What follows belongs to an exercise in optimizing a design on an open flow for small area; a production flow would make more cautious choices.
RTL that was checked went through simulation tests only; none was proved equivalent to the original.
The clock port is modelled as an ideal driver; clocking choices that lean on that would not hold on a real chip.
Power figures rest on the tool's default switching activity, not on a simulated workload.

==> build 16: inputs <==
==> flow/design.v (excerpt) <==
module a362m (
    input  wire        clk,
    input  wire        rst_n,
    input  wire        cmd_valid,
    input  wire [39:0] cmd_word,
    output wire        cmd_ready,
    output reg         done_valid,
    output wire [2:0]  done_status,
    output reg  [15:0] rd,
    output reg  [15:0] fx,
    output reg  [15:0] fy,
    output reg  [15:0] fz,
    output reg  [15:0] ft,
    output reg  [63:0] burst_buf,
    output reg  [3:0]  bufn,
    output reg  [7:0]  want,
    output reg  [7:0]  echo,
    output reg  [2:0]  status,
    output reg  [3:0]  err,
    output wire        busy,
    output wire        cs_open,
    output wire        tx_valid,
    output wire [7:0]  tx_byte,
    input  wire        rx_valid,
    input  wire [7:0]  rx_byte,
    input  wire        bus_fail
);
clock: 7.0 ns
lec_check: 0
cap_margin: 20
core_margin: 2
core_utilization: 60
place_density: 0.75
slew_margin: 20
synth_hierarchical: 1
standard.sh (not shown) runs the stock make flow with config.mk's settings and CLKGATE_MAP_FILE= SYNTH_SCRIPT=/design/flow/synth_recipe.tcl, a recipe that flattens the netlist after the stock synthesis.
==> flow/flow/run.sh <==
#!/bin/bash
# Standard ORFS flow (the standard.sh), with the port buffers and the
# clock tree built from smaller cells, and non-critical cells downsized
# after CTS (flow/post_cts.tcl).
export BUFFER_PORTS_ARGS="-buffer_cell sky130_fd_sc_hd__buf_1"
export CTS_ARGS="-sink_clustering_enable -repair_clock_nets -dont_use_dummy_load -buf_list sky130_fd_sc_hd__clkbuf_4 -sink_clustering_size 10 -sink_clustering_max_diameter 50"
export POST_CTS_TCL="$PWD/flow/post_cts.tcl"
bash standard.sh > standard.log 2>&1
==> flow/flow/post_cts.tcl <==
# After CTS: downsize cells off the critical paths, then repair any slew or
# capacitance limits that broke, and legalize the placement again.
estimate_parasitics -placement
repair_timing -recover_power 100 -verbose
repair_design -slew_margin 20 -cap_margin 20 -verbose
detailed_placement
check_placement -verbose
==> build 82 (differences from build 16) <==
==> flow/flow/run.sh (replaced) <==
#!/bin/bash
# The standard flow (standard.sh) with these changes:
#  - synthesis: the standard flow's own synthesis script (synth_recipe.tcl), except that
#    ABC maps the logic with an area-oriented script (flow/area.abc, hooked
#    in by flow/abc_override.tcl); the registers are not touched
#  - input and output port buffers: sky130_fd_sc_hd__buf_1
#  - clock tree: clkbuf_4 buffers, no dummy loads
#  - after CTS: non-critical cells downsized (flow/post_cts.tcl)
# Each tool's output is logged by ORFS under orfs/logs; make's is in
# standard.log.
set -euo pipefail
HERE=$PWD
{
  printf 'set ::env(MY_ABC_SCRIPT) {%s}\n' "$HERE/flow/area.abc"
  cat flow/abc_override.tcl
  cat synth_recipe.tcl
} > synth_area.tcl
sed "s#SYNTH_SCRIPT=[^ ]*#SYNTH_SCRIPT=$HERE/synth_area.tcl#" standard.sh > standard_area.sh
grep -q "SYNTH_SCRIPT=$HERE/synth_area.tcl" standard_area.sh
export BUFFER_PORTS_ARGS="-buffer_cell sky130_fd_sc_hd__buf_1"
export CTS_ARGS="-sink_clustering_enable -repair_clock_nets -dont_use_dummy_load -buf_list sky130_fd_sc_hd__clkbuf_4 -sink_clustering_size 9 -sink_clustering_max_diameter 45"
export POST_CTS_TCL="$HERE/flow/post_cts.tcl"
bash standard_area.sh > standard.log 2>&1
==> flow/flow/abc_override.tcl (new file) <==
# ABC maps the logic between the registers with flow/area.abc, an
# area-oriented script, in place of ORFS's speed script; every other
# argument of the call is kept.
proc abc {args} {
  set i [lsearch -exact $args -script]
  if {$i >= 0} {
    set args [lreplace $args [expr {$i + 1}] [expr {$i + 1}] $::env(MY_ABC_SCRIPT)]
  }
  yosys abc {*}$args
}
==> flow/flow/area.abc (new file) <==
strash
&get -n
&fraig -x
&put
scorr
dc2
strash
&get -n
&st
&syn2
&dch -f
&nf -a -R 1000
&put
==> trial 22 (differences from build 16) <==
--- a/flow/design.v
+++ b/flow/design.v
@@ -102,12 +102,11 @@
                       ((cop == OP_SRESET) ? 8'h52 : 8'h00);
     reg [7:0] c_addr;
     always @(*) begin
         case (cop)
             OP_RDS8:   c_addr = {6'b000010, c[1:0]};
-            OP_RDS12:  c_addr = {3'b000, c[1:0] != 2'd0, c[1:0] == 2'd0,    
-                                  c[1] ~^ c[0], ~c[0], 1'b0};
+            OP_RDS12:  c_addr = 8'h0E + {5'd0, c[1:0], 1'b0};
             OP_RDXYZT: c_addr = 8'h0E;
             OP_MEASON: c_addr = 8'h2D;
             OP_SRESET: c_addr = 8'h1F;
             default:   c_addr = 8'h00;
         endcase
@@ -125,12 +124,11 @@
     wire o_meas  = (op == OP_MEASON);
     wire o_srst  = (op == OP_SRESET);
     wire o_wr2   = (op == OP_WR2);
     wire o_rd2   = (op == OP_RD2);
     wire wr_frame = (step == 3'd0) | (step == 3'd1) | (step == 3'd3);
-    wire off1     = (step == 3'd4);
-    wire s2       = (step == 3'd2);
+    wire off1     = (step == 3'd2) | (step == 3'd4);
     reg [7:0] f_addr;
     always @(*) begin
         case (step)
             3'd0: f_addr = o_act ? 8'h20 : 8'h23;
             3'd1: f_addr = o_act ? 8'h22 : 8'h25;
@@ -143,10 +141,11 @@
         if (step == 3'd0 || (step == 3'd1 && !o_act) ||
             (step == 3'd3 && o_wr2) ||
             (step == 3'd5 && (o_rd2 || o_rds12)))
             f_lastj = 3'd1;
         else if (step == 3'd5 && o_xyzt) f_lastj = 3'd7;
+        else if (step == 3'd5 && o_rdb)  f_lastj = b[7][2:0] - 3'd1;
         else f_lastj = 3'd0;
     end
     wire [7:0] p0 = (step == 3'd0) ? b[2] : b[0];
     wire [7:0] p1 = (step == 3'd0) ? b[3] : b[1];
     wire hdr = bidx[3];
@@ -155,26 +154,23 @@
     assign tx_valid    = (state == S_XFER);
     assign cs_open     = tx_valid;
     assign cmd_ready   = (state == S_IDLE);
     assign busy        = !cmd_ready;
     assign done_status = status;
-    wire [3:0] bidx_inc = bidx + 4'd1;
-    wire last = !hdr && ((step == 3'd5 && o_rdb) ? (bidx_inc[2:0] == b[7][2:0])
-                                                 : (bidx[2:0] == f_lastj));
+    wire last = !hdr && (bidx[2:0] == f_lastj);
     wire hmask = bidx[0] & ~flag & (o_rds12 | o_xyzt);
     wire [7:0] rx_eff = {rx_byte[7:4] & {4{~hmask}}, rx_byte[3:0]} &
                         (o_rdf ? b[2] : 8'hFF);
-    wire [2:0] wj = {bidx[2:1], bidx[0] | off1};   
+    wire [2:0] wj = bidx[2:0] + {2'b00, off1};
     wire aligning = !al & b[2][0];
     wire thermo_bad = |(b[2][7:1] & ~b[2][6:0]);
     wire val_bad = o_setf & |(b[0] & ~b[2]);
     wire rot0 = o_setf ? (al | b[2][0]) : (!al & !b[2][0]);
     wire need_vfy = o_cfg | ((op == OP_WRC || op == OP_SETB || o_setf) && b[3] == 8'h27);
-    wire [7:0] rx_b0 = (rx_eff & ~(b[2] & {8{s2 & ~o_cfg}})) |
-                       (b[0] & {8{s2 & ~o_cfg}}) |
-                       ((s2 & o_cfg) ? (op[0] ? (flag ? 8'h0C : 8'h04)
-                                               : (flag ? 8'h03 : 8'h01)) : 8'h00);
+    wire [7:0] cmp_b0 = (b[1] & ~(b[2] & {8{~o_cfg}})) | (b[0] & {8{~o_cfg}}) |
+                        (o_cfg ? (op[0] ? (flag ? 8'h0C : 8'h04)
+                                        : (flag ? 8'h03 : 8'h01)) : 8'h00);
     wire accept   = (state == S_IDLE) & cmd_valid;
     wire in_gap   = (state == S_GAP);
     wire in_loop  = (state == S_LOOP);
     wire loop_end = in_loop & bidx[3];
     wire commit   = (in_gap & (step == 3'd5) & ~o_rdf) | (loop_end & (step == 3'd6));
@@ -245,84 +241,76 @@
     always @(posedge clk) begin
         if (!rst_n) begin
             state <= S_IDLE;
         end else begin
             case (state)
-                S_IDLE:
-                    if (cmd_valid && c_legal && !c_inval)
+                S_IDLE: if (cmd_valid) begin
+                    op    <= cop;
+                    b[0]  <= c_b0;
+                    b[1]  <= c_b1;
+                    b[2]  <= c[23:16];
+                    b[3]  <= c[31:24] | c_addr;
+                    b[7][3:0] <= {(cop[4:1] == 4'b1100) ? c[33] : c[34], c[2:0]};
+                    step  <= c_step;
+                    bidx  <= c_loop ? 4'd0 : 4'd14;
+                    al    <= 1'b0;
+                    if (c_legal && !c_inval)
                         state <= c_dec ? S_GAP : c_loop ? S_LOOP : S_XFER;
-                S_XFER:
-                    if (bus_fail) state <= S_IDLE;
-                    else if (rx_valid && last) state <= S_GAP;
-                S_LOOP:
+                end
+                S_XFER: begin
+                    if (bus_fail) begin
+                        state <= S_IDLE;
+                    end else if (rx_valid) begin
+                        if (!hdr && !wr_frame) b[wj] <= rx_eff;
+                        bidx <= bidx + 4'd1;
+                        if (last) state <= S_GAP;
+                    end
+                end
+                S_LOOP: begin
                     if (!bidx[3]) begin
+                        b[2] <= {b[2][0], b[2][7:1]};
+                        if (rot0) b[0] <= {b[0][0], b[0][7:1]};
+                        if (aligning) al <= 1'b1;
                         if (aligning && (thermo_bad || val_bad)) state <= S_IDLE;
+                        bidx <= bidx + 4'd1;
                     end else if (step == 3'd6) begin
                         state <= S_IDLE;
                     end else begin
+                        bidx  <= 4'd14;
                         state <= S_XFER;
                     end
-                S_GAP:
+                end
+                S_GAP: begin
+                    bidx <= 4'd14;
+                    state <= S_XFER;
                     case (step)
-                        3'd3:    state <= need_vfy ? S_XFER : S_IDLE;
-                        3'd4:    state <= S_IDLE;
-                        3'd5, 3'd6, 3'd7:
-                                 state <= o_rdf ? S_LOOP : S_IDLE;
-                        default: state <= S_XFER;
+                        3'd0: step <= 3'd1;
+                        3'd1: step <= 3'd2;
+                        3'd2: begin
+                            b[0] <= cmp_b0;
+                            step <= 3'd3;
+                        end
+                        3'd3: begin
+                            if (need_vfy) step <= 3'd4;
+                            else state <= S_IDLE;
+                        end
+                        3'd4: state <= S_IDLE;
+                        default: begin
+                            if (o_rdf) begin
+                                step  <= 3'd6;
+                                bidx  <= 4'd0;
+                                al    <= 1'b0;
+                                state <= S_LOOP;
+                            end else begin
+                                state <= S_IDLE;
+                            end
+                        end
                     endcase
+                end
             endcase
         end
     end
-    always @(posedge clk) begin
-        case (state)
-            S_IDLE: if (cmd_valid) begin
-                op    <= cop;
-                b[0]  <= c_b0;
-                b[1]  <= c_b1;
-                b[2]  <= c[23:16];
-                b[3]  <= c[31:24] | c_addr;
-                b[7][3:0] <= {(cop[4:1] == 4'b1100) ? c[33] : c[34], c[2:0]};
-                step  <= c_step;
-                bidx  <= c_loop ? 4'd0 : 4'd14;
-                al    <= 1'b0;
-            end
-            S_XFER: begin
-                if (!bus_fail && rx_valid) begin
-                    if (!hdr && !wr_frame) begin
-                        if (wj == 3'd0) b[0] <= rx_b0;
-                        else b[wj] <= rx_eff;
-                    end
-                    bidx <= bidx_inc;
-                end
-            end
-            S_LOOP: begin
-                if (!bidx[3]) begin
-                    b[2] <= {b[2][0], b[2][7:1]};
-                    if (rot0) b[0] <= {b[0][0], b[0][7:1]};
-                    if (aligning) al <= 1'b1;
-                    bidx <= bidx_inc;
-                end else begin
-                    bidx <= 4'd14;
-                end
-            end
-            S_GAP: begin
-                bidx <= 4'd14;
-                case (step)
-                    3'd0: step <= 3'd1;
-                    3'd1: step <= 3'd2;
-                    3'd2: step <= 3'd3;
-                    3'd3: step <= 3'd4;
-                    3'd4: ;
-                    default: begin
-                        step <= 3'd6;
-                        bidx <= 4'd0;
-                        al   <= 1'b0;
-                    end
-                endcase
-            end
-        endcase
-    end
 endmodule
 module a362m_hold #(parameter W = 8) (
     input  wire [W-1:0] s,
     input  wire [W-1:0] q,
     input  wire         k,
==> flow/flow/run.sh (replaced) <==
#!/bin/bash
# Standard ORFS flow (the standard.sh), with the port buffers and the
# clock tree built from smaller cells, and non-critical cells downsized
# after CTS (flow/post_cts.tcl).
export BUFFER_PORTS_ARGS="-buffer_cell sky130_fd_sc_hd__buf_1"
export CTS_ARGS="-sink_clustering_enable -repair_clock_nets -dont_use_dummy_load -buf_list sky130_fd_sc_hd__clkbuf_4 -sink_clustering_size 8 -sink_clustering_max_diameter 40"
export POST_CTS_TCL="$PWD/flow/post_cts.tcl"
bash standard.sh > standard.log 2>&1
- CORE_UTILIZATION: 60 -> 70
- PLACE_DENSITY: 0.75 -> 0.8
==> trial 12 (differences from build 16) <==
==> flow/run.sh (new file) <==
#!/bin/bash
# synth_recipe.tcl (not shown) runs the flow's synth.tcl, then flattens the netlist and writes it again
# the make line also repeats each setting of config.mk as NAME=value (left out here)
make -C /OpenROAD-flow-scripts/flow DESIGN_CONFIG=/design/flow/config.mk WORK_HOME=/design/flow/orfs CLKGATE_MAP_FILE= SYNTH_SCRIPT=/design/flow/synth_recipe.tcl finish
removed: flow/flow/run.sh
removed: flow/flow/post_cts.tcl
removed: flow/standard.sh
==> impl_metrics.env <==
export IMPL_layout_cells_most_common="clkdlybuf4s50_1"
export IMPL_status="finished clean"
export IMPL_fin_hold_ws_ns=0.468
export IMPL_areaGrowthSynthToFinish_pct=27.8
export IMPL_final_cell_area_sq_um=14200
export IMPL_synthMuxAreaShare=0.0255
export IMPL_clock_area_frac=0.0641
export IMPL_fillers=1168
export IMPL_comb_power_mw=0.213
export IMPL_grt_use_met1=0.505
# the run above: trial 12

==> impl_metrics.env <==
export IMPL_status="finished clean"
export IMPL_comb_power_mw=0.185
export IMPL_clock_area_frac=0.0237
export IMPL_synthMuxAreaShare=0.0235
export IMPL_dr_max_layer_used="met4"
export IMPL_placed_cell_area_sq_um=11500
export IMPL_final_cell_area_sq_um=11700
export IMPL_fin_hold_ws_ns=0.475
export IMPL_areaGrowthSynthToFinish_pct=14.8
# the run above: build 82

==> impl_metrics.env <==
export IMPL_status="finished clean"
export IMPL_synth_cells=1017
export IMPL_clock_area_frac=0.0188
export IMPL_setup_tns_ns=0
export IMPL_comb_power_mw=0.186
export IMPL_worstMarginPinSlew_ns=1.10
export IMPL_final_cell_area_sq_um=12000
export IMPL_cp_data_arrival_time_ns=3.16
export IMPL_synthMuxAreaShare=0.0255
export IMPL_layout_cells_most_common="buf_1"
export IMPL_reg_largest_list="b: 64 flops, burst_buf: 64 flops"
export IMPL_fin_hold_ws_ns=0.472
export IMPL_areaGrowthSynthToFinish_pct=8.29
export IMPL_cp_depth=6
export IMPL_fillers=1455
# the run above: build 16

==> impl_metrics.env <==
export IMPL_status="finished clean"
export IMPL_num_multi_input_gates=640
export IMPL_hold_class="reg -> reg"
export IMPL_clock_area_frac=0.0236
export IMPL_comb_power_mw=0.177
export IMPL_fin_hold_ws_ns=0.470
export IMPL_synth_top_family_by_area="compound AO/OA/AOI/OAI gates"
export IMPL_port_buffers=239
export IMPL_fin_skew_ns=0.0887
export IMPL_layout_cells_most_common="buf_1"
export IMPL_drt_pass1_iterations=5
export IMPL_fillers=1128
export IMPL_areaGrowthSynthToFinish_pct=8.39
export IMPL_wl_per_cell_um=22.8
export IMPL_final_cell_area_sq_um=12100
export IMPL_synthMuxAreaShare=0.0275
# the run above: trial 22


==> run a: inputs <==
Another version of the RTL of a362m (not shown whole).
clock: 7.0 ns
lec_check: 0
cap_margin: 20
core_margin: 2
core_utilization: 60
place_density: 0.75
slew_margin: 20
synth_hierarchical: 1
==> flow/flow/run.sh <==
#!/bin/bash
# The standard flow (standard.sh) with these changes:
#  - synthesis: the standard flow's own synthesis script (synth_recipe.tcl), except that
#    ABC maps the logic with an area-oriented script (flow/area.abc, hooked
#    in by flow/abc_override.tcl); the registers are not touched
#  - input and output port buffers: sky130_fd_sc_hd__buf_1
#  - clock tree: clkbuf_4 buffers, no dummy loads
#  - after CTS: non-critical cells downsized (flow/post_cts.tcl)
# Each tool's output is logged by ORFS under orfs/logs; make's is in
# standard.log.
set -euo pipefail
HERE=$PWD
{
  printf 'set ::env(MY_ABC_SCRIPT) {%s}\n' "$HERE/flow/area.abc"
  cat flow/abc_override.tcl
  cat synth_recipe.tcl
} > synth_area.tcl
sed "s#SYNTH_SCRIPT=[^ ]*#SYNTH_SCRIPT=$HERE/synth_area.tcl#" standard.sh > standard_area.sh
grep -q "SYNTH_SCRIPT=$HERE/synth_area.tcl" standard_area.sh
export BUFFER_PORTS_ARGS="-buffer_cell sky130_fd_sc_hd__buf_1"
export CTS_ARGS="-sink_clustering_enable -repair_clock_nets -dont_use_dummy_load -buf_list sky130_fd_sc_hd__clkbuf_4 -sink_clustering_size 9 -sink_clustering_max_diameter 45"
export POST_CTS_TCL="$HERE/flow/post_cts.tcl"
bash standard_area.sh > standard.log 2>&1
==> flow/flow/abc_override.tcl <==
# ABC maps the logic between the registers with flow/area.abc, an
# area-oriented script, in place of ORFS's speed script; every other
# argument of the call is kept.
proc abc {args} {
  set i [lsearch -exact $args -script]
  if {$i >= 0} {
    set args [lreplace $args [expr {$i + 1}] [expr {$i + 1}] $::env(MY_ABC_SCRIPT)]
  }
  yosys abc {*}$args
}
==> flow/flow/area.abc <==
strash
&get -n
&fraig -x
&put
scorr
dc2
strash
dch -f
map -a
&get -n
&st
&syn2
&dch -f
&nf -a -R 1000
&put
==> flow/flow/post_cts.tcl <==
# After CTS: downsize cells off the critical paths, then repair any slew or
# capacitance limits that broke, and legalize the placement again.
estimate_parasitics -placement
repair_timing -recover_power 100 -verbose
repair_design -slew_margin 20 -cap_margin 20 -verbose
detailed_placement
check_placement -verbose
==> run b: changes against run a <==
--- a/flow/design.v
+++ b/flow/design.v
@@ -43,11 +43,10 @@
                      T_RDFP = 3'b110;    
     reg [1:0]  state;
     reg [2:0]  step;
     reg [3:0]  bidx;         
     reg [4:0]  op;
-    reg        al;           
     reg [7:0]  b [0:7];
     wire [39:0] c   = cmd_word;
     wire [4:0]  cop = c[39:35];
     wire z0  = (c[7:0]   == 8'd0);
     wire z1  = (c[15:8]  == 8'd0);
@@ -169,10 +168,11 @@
                                                  : (bidx[2:0] == f_lastj));
     wire hmask = bidx[0] & ~flag & (o_rds12 | o_xyzt);
     wire [7:0] rx_eff = {rx_byte[7:4] & {4{~hmask}}, rx_byte[3:0]} &
                         (o_rdf ? b[2] : 8'hFF);
     wire [2:0] wj = {bidx[2:1], bidx[0] | off1};   
+    wire al = b[1][0];
     wire aligning = !al & b[2][0];
     wire thermo_bad = |(b[2][7:1] & ~b[2][6:0]);
     wire val_bad = o_setf & |(b[0] & ~b[2]);
     wire rot0 = o_setf ? (al | b[2][0]) : (!al & !b[2][0]);
     wire need_vfy = o_cfg | ((op == OP_WRC || op == OP_SETB || o_setf) && b[3] == 8'h27);
@@ -288,11 +288,10 @@
                 b[2]  <= c[23:16];
                 b[3]  <= c[31:24] | c_addr;
                 b[7][3:0] <= {(cop[4:1] == 4'b1100) ? c[33] : c[34], c[2:0]};
                 step  <= c_step;
                 bidx  <= c_loop ? 4'd0 : 4'd14;
-                al    <= 1'b0;
             end
             S_XFER: begin
                 if (!bus_fail && rx_valid) begin
                     if (!hdr && !wr_frame) begin
                         if (wj == 3'd0) b[0] <= rx_b0;
@@ -303,11 +302,11 @@
             end
             S_LOOP: begin
                 if (!bidx[3]) begin
                     b[2] <= {b[2][0], b[2][7:1]};
                     if (rot0) b[0] <= {b[0][0], b[0][7:1]};
-                    if (aligning) al <= 1'b1;
+                    if (aligning) b[1][0] <= 1'b1;
                     bidx <= bidx_inc;
                 end else begin
                     bidx <= 4'd14;
                 end
             end
@@ -320,11 +319,11 @@
                     T_WR:   step <= T_VFY;
                     T_VFY:  ;
                     default: begin
                         step <= T_RDFP;
                         bidx <= 4'd0;
-                        al   <= 1'b0;
+                        b[1][0] <= 1'b0;
                     end
                 endcase
             end
         endcase
     end
--- a/flow/flow/run.sh
+++ b/flow/flow/run.sh
@@ -16,8 +16,8 @@
   cat synth_recipe.tcl
 } > synth_area.tcl
 sed "s#SYNTH_SCRIPT=[^ ]*#SYNTH_SCRIPT=$HERE/synth_area.tcl#" standard.sh > standard_area.sh
 grep -q "SYNTH_SCRIPT=$HERE/synth_area.tcl" standard_area.sh
 export BUFFER_PORTS_ARGS="-buffer_cell sky130_fd_sc_hd__buf_1"
-export CTS_ARGS="-sink_clustering_enable -repair_clock_nets -dont_use_dummy_load -buf_list sky130_fd_sc_hd__clkbuf_4 -sink_clustering_size 9 -sink_clustering_max_diameter 45"
+export CTS_ARGS="-sink_clustering_enable -repair_clock_nets -dont_use_dummy_load -buf_list sky130_fd_sc_hd__clkbuf_4 -sink_clustering_size 10 -sink_clustering_max_diameter 45"
 export POST_CTS_TCL="$HERE/flow/post_cts.tcl"
 bash standard_area.sh > standard.log 2>&1
Settings changed: CORE_UTILIZATION 60 to 70, PLACE_DENSITY 0.75 to 0.8.
==> run_results.csv <==
group,metric,value,unit
synth,synth_cells,891,
clock_tree,clk_pin_slew,0.10,ns
status,outcome,"complete, no violations",
die,die_area,15300,um2
pwr,pwr-share-seq,65.5,%
route,met2_length,15200,um
finish,area_growth_syn_to_layout,14.0,%
clock_tree,clock_latency,0.71,ns
pwr,pwr-share-comb,7.4,%
worst_setup_path,reg2regPathDepth,7,
finish,fin_cells,1344,
timing,tightest_slew,1.06,ns
worst_setup_path,crit_chain,"clkinv_1 -> a2111oi_0 -> o21ai_0 -> a22o_1 -> buf_1",
place,placedCellCount,1311,
worst_setup_path,arrival,3.09,ns
worst_setup_path,critPathMaxStageDelay,1.06,ns
place,dpl-instance-area,11200,um2
-- figures above: run b

==> run_results.csv <==
group,metric,value,unit
status,outcome,"complete, no violations",
clock_tree,clock_latency,0.62,ns
timing,tightest_slew,1.12,ns
worst_setup_path,reg2regPathDepth,8,
place,dpl-instance-area,11400,um2
pwr,pwr-share-seq,64.2,%
clock_tree,clk_pin_slew,0.09,ns
place,placedCellCount,1382,
pwr,pwr-share-comb,7.8,%
worst_setup_path,crit_chain,"clkinv_1 -> mux4_2 -> a22o_1 -> buf_1",
finish,fin_cells,1420,
synth,synth_cells,919,
finish,area_growth_syn_to_layout,14.8,%
route,met2_length,14200,um
worst_setup_path,arrival,3.06,ns
-- figures above: run a

The RTL of run a was laid out without a check of its function.

## what the ideal ports hide
In the flow no input, the clock included, has a driving cell. The finished layouts below were timed again as built, in two steps. Step 1: set_driving_cell puts a clkbuf_16 on clk and a buf_2 on each other input, an assumption about the parent block. Step 2 times the ports against the registers' clock, not the clock port: input delays grow and output delays shrink by t, the midpoint of the rising clock arrivals with the driver on. Slacks: no drivers / after step 1 / after step 2; pairs: no drivers / after step 1.
run | t, ns | slack for setup (ns) | worst register clock-pin slew, ns | worst data-port slew with drivers (ns)
build 16 | 0.699 | 2.442 / 2.398 / 2.617 | 0.12 / 0.12 | 0.08
build 82 | 0.663 | 2.487 / 2.447 / 2.240 | 0.11 / 0.11 | 0.06
trial 22 | 0.626 | 2.480 / 2.439 / 2.556 | 0.10 / 0.10 | 0.05
trial 12 | 0.575 | 2.112 / 2.064 / 2.261 | 0.07 / 0.07 | 0.05
run a | 0.632 | 2.543 / 2.505 / 2.682 | 0.10 / 0.10 | 0.07
run b | 0.705 | 2.511 / 2.471 / 2.470 | 0.12 / 0.12 | 0.06
After both steps every run listed still meets setup and hold. The setup slack of build 82, which loses most, moves by -0.040 ns with the drivers and by -0.247 ns with both steps.
